Background: an optimization exercise with open tools, aiming at small area and a short achievable clock period. Do not read the settings as production practice. The RTL was checked by simulation tests, not by an equivalence proof against the original design. Power figures rest on the tool's default switching activity, not on a simulated workload.

==> v13 <==
Design mbcore, start of the top module:
module mbcore (
    input  wire        clk,
    input  wire        rst,             
    input  wire        host_valid,
    input  wire        host_write,
    input  wire [5:0]  host_addr,
    input  wire [31:0] host_wdata,
    output reg  [31:0] host_rdata,
    input  wire        tick,
    input  wire        link_mode,
    output wire        link_req,
    output wire [1:0]  link_op,         
    output wire [31:0] link_wdata,
    input  wire        link_ack,
    input  wire        link_err,
    input  wire [31:0] link_code,
    input  wire [31:0] link_rdata,
    output wire [31:0] pay_addr,
    input  wire [31:0] pay_rdata,
    input  wire [4:0]  img_addr,
    output reg  [31:0] img_data,
    output reg         ev_valid,
    output wire        ev_kind,
    output wire [31:0] ev_data
);
    localparam [15:0] CKS_POLY_P2P = 16'hA517;
    localparam [15:0] CKS_ACC0_P2P = 16'hFFF8;
    localparam [15:0] CKS_POLY_SH  = 16'hC37B;
    localparam [15:0] CKS_ACC0_SH  = 16'hC387;
    localparam [31:0] KSC_MUL      = 32'h6F646573;
    localparam [31:0] LOAD_BASE    = 32'h02000000;
    localparam [31:0] PROBE        = 32'hFA57B007;
    localparam [31:0] P_KEY_P2P    = 32'h20796220;
    localparam [31:0] P_KEY_SH     = 32'h43202F2F;
    localparam [31:0] P_IMAGE_LEN  = 32'd128;
    localparam [2:0] S_IDLE = 3'd0, S_SEND = 3'd1, S_ACK = 3'd2, S_SIZE = 3'd3,
                     S_STREAM = 3'd4, S_DONE = 3'd5, S_FAILED = 3'd6;
    function [15:0] crc_p2p(input [31:0] r);
        begin
            crc_p2p[0]  = ^(r & 32'h9362B61E);
            crc_p2p[1]  = ^(r & 32'hB5A7DA22);
            crc_p2p[2]  = ^(r & 32'hF82D025A);
            crc_p2p[3]  = ^(r & 32'h6338B2AA);
  ...
Settings: LEC_CHECK=0, CAP_MARGIN=20, CORE_MARGIN=2, CORE_UTILIZATION=40, CTS_CLUSTER_DIAMETER=100, CTS_CLUSTER_SIZE=20, PLACE_DENSITY=0.6, SLEW_MARGIN=20; clock period 17.0 ns.
standard.sh (not shown) runs the stock make flow with config.mk's settings and CLKGATE_MAP_FILE= SYNTH_SCRIPT=/design/flow/synth_recipe.tcl, a recipe that flattens the netlist after the stock synthesis.
==> flow/flow/run.sh <==
#!/bin/bash
# Layout: the standard ORFS flow (standard.sh, standard synthesis unchanged), with
#  - the synthesized netlist's combinational logic re-mapped by Yosys/ABC with an
#    area-aware script (flow/remap.ys, flow/remap.abc, flow/finish.ys); registers untouched;
#  - every port still buffered, with a buf_1 cell;
#  - repair_timing aiming for a setup margin of SETUP_MARGIN ns.
# Each tool's output goes to its own log in this folder.
set -euo pipefail
SETUP_MARGIN=${SETUP_MARGIN:-8.5}
KNOBS=("BUFFER_PORTS_ARGS=-buffer_cell sky130_fd_sc_hd__buf_1" "SETUP_SLACK_MARGIN=$SETUP_MARGIN")
RES=orfs/results/${FLOW_PLATFORM}/mbcore/base
LIB=${FLOW_HOME}/platforms/${FLOW_PLATFORM}/lib/sky130_fd_sc_hd__tt_025C_1v80.lib

bash standard.sh "$PWD/$RES/1_2_yosys.v" "${KNOBS[@]}" > synth_make.log 2>&1

cp "$RES/1_2_yosys.v" standard_1_2_yosys.v
sed -e "s#@LIB@#$LIB#g" -e "s#@IN@#$PWD/standard_1_2_yosys.v#" -e "s#@TMP@#$PWD/remap_tmp.v#" -e "s#@ABC@#$PWD/flow/remap.abc#" flow/remap.ys > remap_run.ys
sed -e "s#@LIB@#$LIB#g" -e "s#@TMP@#$PWD/remap_tmp.v#" -e "s#@OUT@#$PWD/remap_out.v#" flow/finish.ys > finish_run.ys
yosys -s remap_run.ys > remap_yosys.log 2>&1
yosys -s finish_run.ys > finish_yosys.log 2>&1
cp remap_out.v "$RES/1_2_yosys.v"
touch "$RES/1_2_yosys.v" "$RES/1_2_yosys.sdc"

bash standard.sh finish "${KNOBS[@]}" > layout_make.log 2>&1
Other scripts of this flow, unchanged in this note and not shown: flow/flow/finish.ys, flow/flow/remap.abc, flow/flow/remap.ys
==> inputs of v31, as changes to v13 <==
--- a/flow/design.v
+++ b/flow/design.v
@@ -108,34 +108,54 @@
     wire [2:0]  seq_code   = st_failed ? {~seq_x[1], seq_x[1], seq_x[0]} : {2'b00, st_done};
     wire        seq_vmatch = st_done & seq_x[0];
     wire        terr_v     = st_failed & ~seq_x[1];
     wire [15:0] cks_poly = cks_mode ? CKS_POLY_P2P : CKS_POLY_SH;
     wire [31:0] ksc_key  = ksc_mode ? P_KEY_P2P : P_KEY_SH;
+    wire       a_hi  = (host_addr[5:4] == 2'b00);
+    wire       a_1x  = (host_addr[5:4] == 2'b01);
+    wire [3:0] a_lo  = host_addr[3:0];
+    wire r_opa  = a_hi & (a_lo == 4'h1);
+    wire r_opb  = a_hi & (a_lo == 4'h2);
+    wire r_res  = a_hi & (a_lo == 4'h3) & res_v;
+    wire r_cst  = a_hi & (a_lo == 4'h4) & cmd_v;
+    wire r_acc  = a_hi & (a_lo == 4'h5) & cks_v;
+    wire r_poly = a_hi & (a_lo == 4'h6) & cks_v;
+    wire r_hh   = a_hi & (a_lo == 4'h7) & cks_v;
+    wire r_hl   = a_hi & (a_lo == 4'h8) & cks_v;
+    wire r_cctl = a_hi & (a_lo == 4'h9);
+    wire r_seed = a_hi & (a_lo == 4'hA) & ksc_v;
+    wire r_key  = a_hi & (a_lo == 4'hB) & ksc_v;
+    wire r_kctl = a_hi & (a_lo == 4'hC);
+    wire r_stat = a_hi & (a_lo == 4'hD);
+    wire r_len  = a_hi & (a_lo == 4'hE) & ~st_idle;
+    wire r_base = a_hi & (a_lo == 4'hF) & ~st_idle;
+    wire r_att  = a_1x & (a_lo == 4'h0);
+    wire r_wcnt = a_1x & (a_lo == 4'h1);
+    wire r_last = a_1x & (a_lo == 4'h2) & seq_nz;
+    wire r_terr = a_1x & (a_lo == 4'h3) & terr_v;
+    wire r_wait = a_1x & (a_lo == 4'h4);
     always @* begin
-        case (host_addr)
-            6'h01: host_rdata = opa;
-            6'h02: host_rdata = opb;
-            6'h03: host_rdata = res_v ? result : 32'd0;
-            6'h04: host_rdata = cmd_v ? {24'd0, cmd_op, 1'b0, cmd_err} : 32'd0;
-            6'h05: host_rdata = cks_v ? {16'd0, cks_acc} : 32'd0;
-            6'h06: host_rdata = cks_v ? {16'd0, cks_poly} : 32'd0;
-            6'h07: host_rdata = cks_v ? cks_hh : 32'd0;
-            6'h08: host_rdata = cks_v ? cks_hl : 32'd0;
-            6'h09: host_rdata = {30'd0, cks_mode & cks_v, cks_v};
-            6'h0A: host_rdata = ksc_v ? ksc_seed : 32'd0;
-            6'h0B: host_rdata = ksc_v ? ksc_key : 32'd0;
-            6'h0C: host_rdata = {30'd0, ksc_mode & ksc_v, ksc_v};
-            6'h0D: host_rdata = {19'd0, seq_busy, seq_vmatch, seq_code, 3'd0, seq_sub, seq_state};
-            6'h0E: host_rdata = st_idle ? 32'd0 : seq_len;
-            6'h0F: host_rdata = st_idle ? 32'd0 : seq_base;
-            6'h10: host_rdata = {27'd0, seq_att};
-            6'h11: host_rdata = {1'b0, seq_wcnt};
-            6'h12: host_rdata = seq_nz ? seq_lastw : 32'd0;
-            6'h13: host_rdata = terr_v ? seq_terr : 32'd0;
-            6'h14: host_rdata = {30'd0, seq_wait};
-            default: host_rdata = 32'd0;
-        endcase
+        host_rdata = ({32{r_opa}}  & opa)
+                   | ({32{r_opb}}  & opb)
+                   | ({32{r_res}}  & result)
+                   | ({32{r_cst}}  & {24'd0, cmd_op, 1'b0, cmd_err})
+                   | ({32{r_acc}}  & {16'd0, cks_acc})
+                   | ({32{r_poly}} & {16'd0, cks_poly})
+                   | ({32{r_hh}}   & cks_hh)
+                   | ({32{r_hl}}   & cks_hl)
+                   | ({32{r_cctl}} & {30'd0, cks_mode & cks_v, cks_v})
+                   | ({32{r_seed}} & ksc_seed)
+                   | ({32{r_key}}  & ksc_key)
+                   | ({32{r_kctl}} & {30'd0, ksc_mode & ksc_v, ksc_v})
+                   | ({32{r_stat}} & {19'd0, seq_busy, seq_vmatch, seq_code, 3'd0, seq_sub, seq_state})
+                   | ({32{r_len}}  & seq_len)
+                   | ({32{r_base}} & seq_base)
+                   | ({32{r_att}}  & {27'd0, seq_att})
+                   | ({32{r_wcnt}} & {1'b0, seq_wcnt})
+                   | ({32{r_last}} & seq_lastw)
+                   | ({32{r_terr}} & seq_terr)
+                   | ({32{r_wait}} & {30'd0, seq_wait});
     end
     wire        cmd_wr = host_valid && host_write && (host_addr == 6'h00);
     wire [3:0]  c_op   = host_wdata[3:0];
     wire        c_mode = host_wdata[4];
     reg  [2:0]  c_err;
@@ -154,11 +174,30 @@
             c_err = 3'd4;
         else
             c_err = 3'd0;
     end
     wire do_cmd = cmd_wr && (c_err == 3'd0);
-    wire [31:0] crc_composed = {16'hFFFF, cks_hl[7:0], 8'h00} + cks_hh;
+    wire [8:0]  crc_mc;
+    wire [7:0]  crc_ms;
+    assign crc_mc[0] = 1'b0;
+    wire [16:0] crc_bc;
+    wire [15:0] crc_bs;
+    assign crc_bc[0] = 1'b1;
+    genvar g;
+    generate
+        for (g = 0; g < 8; g = g + 1) begin : g_mid
+            assign crc_ms[g]     = cks_hl[g] ^ cks_hh[8 + g] ^ crc_mc[g];
+            assign crc_mc[g + 1] = (cks_hl[g] & cks_hh[8 + g]) | (cks_hl[g] & crc_mc[g]) |
+                                   (cks_hh[8 + g] & crc_mc[g]);
+        end
+        for (g = 0; g < 16; g = g + 1) begin : g_top
+            assign crc_bs[g]     = ~cks_hh[16 + g] ^ crc_bc[g];
+            assign crc_bc[g + 1] = ~cks_hh[16 + g] & crc_bc[g];
+        end
+    endgenerate
+    wire [15:0] crc_top = crc_mc[8] ? cks_hh[31:16] : ~crc_bs;
+    wire [31:0] crc_composed = {crc_top, crc_ms, cks_hh[7:0]};
     wire [31:0] crc_r = (c_op[0] ? crc_composed : opa) ^ {16'd0, cks_acc};
     wire [15:0] crc_new = cks_mode ? crc_p2p(crc_r) : crc_sh(crc_r);
     wire [31:0] ksc_next;
     ksc_mul u_mul (.a(ksc_seed), .p(ksc_next));    
     wire [31:0] ksc_masked = ksc_next ^ opa ^ ~(opb + (LOAD_BASE - 32'd1)) ^ ksc_key;
==> inputs of v30, as changes to v13 <==
--- a/flow/flow/run.sh
+++ b/flow/flow/run.sh
@@ -4,11 +4,11 @@
 #    area-aware script (flow/remap.ys, flow/remap.abc, flow/finish.ys); registers untouched;
 #  - every port still buffered, with a buf_1 cell;
 #  - repair_timing aiming for a setup margin of SETUP_MARGIN ns.
 # Each tool's output goes to its own log in this folder.
 set -euo pipefail
-SETUP_MARGIN=${SETUP_MARGIN:-8.5}
+SETUP_MARGIN=${SETUP_MARGIN:-8}
 KNOBS=("BUFFER_PORTS_ARGS=-buffer_cell sky130_fd_sc_hd__buf_1" "SETUP_SLACK_MARGIN=$SETUP_MARGIN")
 RES=orfs/results/${FLOW_PLATFORM}/mbcore/base
 LIB=${FLOW_HOME}/platforms/${FLOW_PLATFORM}/lib/sky130_fd_sc_hd__tt_025C_1v80.lib
 
 bash standard.sh "$PWD/$RES/1_2_yosys.v" "${KNOBS[@]}" > synth_make.log 2>&1
==> summary of the runs <==
- Against v13, the maximum frequency of v30 is lower by about 2.5%.
- Clock-buffer cell count: v13 is lower than v31 (1).
- The highest wire length belongs to v13, the lowest to v31.
- Against v13, the synthesized area of v31 is smaller by about 1.2%.
- First-iteration DRC count, lowest first: v30, v31, v13.
- Design area: v13 > v31 > v30.
- Synthesized cell count is the same in v30 and v13.
- In v31 the clock power is higher than in v13, by about 3%.
- In critical path depth, v13 and v30 do not differ.
- Non-clock buffer count, lowest first: v30, v31, v13.
==> figures <==
quantity	v31	v13	v30
Status	finished clean	finished clean	finished clean
Cell area after layout	0.0347 mm²	0.0349 mm²	0.0337 mm²
Multi-input combinational cell count	2483	2533	2531
First-pass iteration count of the detailed router	12	7	8
Max Fclk	114 MHz	112 MHz	110 MHz
Clock buf/inv share	2.06%	1.87%	2.10%
Via count of the first global-routing pass	25.1k	25.5k	24.9k
Sw frac	27.5%	27.2%	27.0%
Total die area	0.0780 mm²	0.0789 mm²	0.0789 mm²
Power share of the clock group	31.6%	32.0%	32.6%
Number of buffers added by the clock tree synthesis step	24	23	24
DP Cell Count	4416	4547	4544
Non-filler instance count after layout	4541	4683	4614
Vertical extent of the die	279 µm	281 µm	281 µm
VDD IR max	71.9 µV	86.2 µV	68.9 µV
Drt initial violations	4024	4138	3782
Via total after detailed routing	27.3k	28.0k	27.2k
Non-clock buffer count in the final layout	458	472	400
Clock Power	0.000628 W	0.000612 W	0.000626 W
Setup repair bufs after CTS	46	32	7
Area of combinational cells with multiple inputs	0.0183 mm²	0.0184 mm²	0.0182 mm²
Layout Area Growth over Synthesis	14.4%	13.8%	9.92%

==> what the ideal ports hide <==
The results above use ideal ports. As a check the final layouts listed here were re-extracted and re-timed, cells and wires unchanged. Step 1 sets driving cells, clkbuf_16 on the clock port and buf_2 on the other inputs (assumed; they add their load-dependent delay and slew). Step 2 times the ports against the registers' clock, not the clock port: input delays grow and output delays shrink by t, the midpoint of the rising clock arrivals with the driver on. Slacks: ideal / step 1 / step 2; pairs: ideal / step 1.
| run | shift t [ns] | setup WS [ns] | worst register clock-pin slew, ns |
|---|---|---|---|
| v13 | 0.645 | 8.103 / 8.046 / 8.046 | 0.11 / 0.11 |
| v31 | 0.641 | 8.266 / 8.222 / 8.222 | 0.10 / 0.10 |
| v30 | 0.649 | 7.876 / 7.841 / 7.841 | 0.10 / 0.10 |
After both steps setup and hold are still met in every run listed. For v13, which loses most, drivers alone change the setup slack by -0.057 ns; drivers and shift together by -0.057 ns.
